Background: an optimization exercise with open tools, aiming at small area, a short achievable clock period and few clock cycles. Do not read the settings as production practice.
Function was checked by simulation only, so behaviour that the tests miss may differ from the original.
Power is estimated from default activity; no workload was simulated.

// vs_layout
module vs_layout (
    input  wire        clk,
    input  wire        rst,
    input  wire        start,
    input  wire [4:0]  fmt,
    input  wire [14:0] w,
    input  wire [14:0] h,
    output reg         done,
    output wire [3:0]  errcode,    
    output wire [1:0]  nplanes,
    output wire [31:0] total,
    output wire [14:0] p0_w, p1_w, p2_w,
    output wire [14:0] p0_h, p1_h, p2_h,
    output wire [16:0] p0_stride, p1_stride, p2_stride,
    output wire [31:0] p0_offset, p1_offset, p2_offset,
    output wire [31:0] p0_size, p1_size, p2_size,
    output wire [1:0]  p0_role, p1_role, p2_role
);
  wire i4   = (fmt <= 5'd8);                                    
  wire i3   = (fmt >= 5'd10) && (fmt <= 5'd12);                 
  wire i2   = ((fmt >= 5'd14) && (fmt <= 5'd16)) || ((fmt >= 5'd20) && (fmt <= 5'd22));
  wire i420 = (fmt == 5'd17) || (fmt == 5'd18);
  wire [14:0] c3w, cw2, cw4;
  wire ad1 = 1'b1 & 1'b1;
  wire ad2 = w[0] & ~w[2];
  wire ad3 = w[1] & ~w[3];
  wire ad4 = w[2] & ~w[4];
  wire ad5 = w[3] & ~w[5];
  wire ad6 = w[4] & ~w[6];
  wire ad7 = w[5] & ~w[7];
  wire ad8 = w[6] & ~w[8];
  wire ad9 = w[7] & ~w[9];
  wire ad10 = w[8] & ~w[10];
  wire ad11 = w[9] & ~w[11];
  wire ad12 = w[10] & ~w[12];
  wire ad13 = w[11] & ~w[13];
  wire ad14 = w[12] & ~w[14];
  wire ad15 = w[13] & 1'b1;
  wire ad16 = w[14] & 1'b1;
  wire ad17 = 1'b1 ^ 1'b1;
  wire ad18 = w[0] ^ ~w[2];
  wire ad19 = w[1] ^ ~w[3];
  wire ad20 = w[2] ^ ~w[4];
  wire ad21 = w[3] ^ ~w[5];
  wire ad22 = w[4] ^ ~w[6];
  wire ad23 = w[5] ^ ~w[7];
  wire ad24 = w[6] ^ ~w[8];
  wire ad25 = w[7] ^ ~w[9];
  wire ad26 = w[8] ^ ~w[10];
  wire ad27 = w[9] ^ ~w[11];
  wire ad28 = w[10] ^ ~w[12];
  wire ad29 = w[11] ^ ~w[13];
  wire ad30 = w[12] ^ ~w[14];
  wire ad31 = w[13] ^ 1'b1;
  wire ad32 = w[14] ^ 1'b1;
  wire ad33 = ad2 | (ad18 & ad1);
  ...
For scale: ~420 I/O pins.
export LEC_CHECK = 0
export ABC_AREA = 1
export CAP_MARGIN = 20
export CORE_MARGIN = 2
export CORE_UTILIZATION = 60
export CTS_CLUSTER_DIAMETER = 120
export CTS_CLUSTER_SIZE = 40
export SETUP_SLACK_MARGIN = 5
export SLEW_MARGIN = 20
create_clock -name core_clock -period 14.0 [get_ports {clk}]
standard.sh (not shown) runs the stock make flow with config.mk's settings and CLKGATE_MAP_FILE= SYNTH_SCRIPT=/design/flow/synth_recipe.tcl, a recipe that flattens the netlist after the stock synthesis.
==> flow/flow/run.sh <==
#!/bin/bash
# The standard layout, with the port buffers made of the plain buffer
# sky130_fd_sc_hd__buf_1 instead of ORFS's default choice (a delay cell),
# and timing repair aiming at a setup slack of 6.4 ns.
set -euo pipefail
cd "$(dirname "$0")/.."
export BUFFER_PORTS_ARGS="-buffer_cell sky130_fd_sc_hd__buf_1"
bash standard.sh SETUP_SLACK_MARGIN=6.4 finish > standard_flow.log 2>&1
The starting point produced a clean layout.
Testbench counts at the start, summed over its fixed seeds: cycles 3,200.
Rerun with:
==> flow/flow/run.sh (replaced) <==
#!/bin/bash
# The standard layout, with the port buffers made of the plain buffer
# sky130_fd_sc_hd__buf_1 instead of ORFS's default choice (a delay cell).
set -euo pipefail
cd "$(dirname "$0")/.."
export BUFFER_PORTS_ARGS="-buffer_cell sky130_fd_sc_hd__buf_1"
bash standard.sh > standard_flow.log 2>&1
Settings changed: ABC_AREA 1 to unset, CTS_CLUSTER_DIAMETER 120 to unset, CTS_CLUSTER_SIZE 40 to unset.
The new run went through all stages and came out clean.
Design area falls by 8.6%.
Via count falls by 17%.
Clock-buffer cell count does not change.
Fmax falls by 15%.
Total power falls by 11%.
Routed wire length falls by 13%.
Sequential cell count stays the same.
Global-route usage falls by 2.3 points.
Area after synthesis falls by 5.2%.
Critical path depth rises by 1.
Rerun with:
Settings changed: SETUP_SLACK_MARGIN 5 to 3.
Effect: The new run completed without violations. Die area does not change. Area after synthesis is unchanged. Routed wire length went down by 0.47%.
Rerun with:
==> flow/flow/run.sh (replaced) <==
#!/bin/bash
# The standard layout, with the port buffers made of the plain buffer
# sky130_fd_sc_hd__buf_1 instead of ORFS's default choice (a delay cell),
# and timing repair aiming at a setup slack of 6.4 ns.
set -euo pipefail
cd "$(dirname "$0")/.."
export BUFFER_PORTS_ARGS="-buffer_cell sky130_fd_sc_hd__buf_1"
bash standard.sh SETUP_SLACK_MARGIN=6.4 finish > standard_flow.log 2>&1
Settings changed: ABC_AREA set to 1, SETUP_SLACK_MARGIN 3 to 5.
Final cell count grows by a quarter to a third. Synthesized cell count grows by a quarter to a third. Synthesized area grows by a few percent. Non-clock buffer count goes up by 13. Total power rose by roughly a tenth. Hold slack is worse by 0.013 ns. Count of clock-buffer cells in the layout is unchanged.
Rerun with:
==> flow/flow/run.sh (replaced) <==
#!/bin/bash
# The standard layout, with the port buffers made of the plain buffer
# sky130_fd_sc_hd__buf_1 instead of ORFS's default choice (a delay cell).
set -euo pipefail
cd "$(dirname "$0")/.."
export BUFFER_PORTS_ARGS="-buffer_cell sky130_fd_sc_hd__buf_1"
bash standard.sh > standard_flow.log 2>&1
Settings changed: ABC_AREA 1 to unset, CORE_UTILIZATION 60 to 68.
Sequential power came out higher slightly.
Power came out lower by roughly a tenth.
Clock power came out lower slightly.
Final area came out lower by roughly a tenth.

static timing again, ports no longer ideal:
The flow's constraints put no driver on any port. The routed layouts listed below were extracted and timed again, unchanged, in two steps. Step 1 (the two cells are an assumption about what drives the block):
set clk [get_ports {clk}]
set_driving_cell -lib_cell sky130_fd_sc_hd__clkbuf_16 $clk
set_driving_cell -lib_cell sky130_fd_sc_hd__buf_2 [delete_from_list [all_inputs] $clk]
Step 2 also shifts input and output timing later by t, the mid clock arrival at the registers, as if the neighbouring blocks saw the same clock. a / b / c = ideal ports / drivers / drivers and shift; a / b = the first two.
| run | t, ns | setup slack, ns | latest minus earliest clock arrival (ns) |
|---|---|---|---|
| the first run | 0.490 | 6.532 / 6.481 / 6.119 | 0.020 / 0.020 |
| the second run | 0.476 | 5.206 / 5.153 / 5.010 | 0.012 / 0.012 |
| the third run | 0.475 | 4.794 / 4.742 / 5.024 | 0.012 / 0.012 |
| the fourth run | 0.490 | 6.532 / 6.481 / 6.119 | 0.020 / 0.020 |
| the fifth run | 0.477 | 5.255 / 5.206 / 5.119 | 0.012 / 0.012 |
After both steps setup and hold are still met in every run listed.
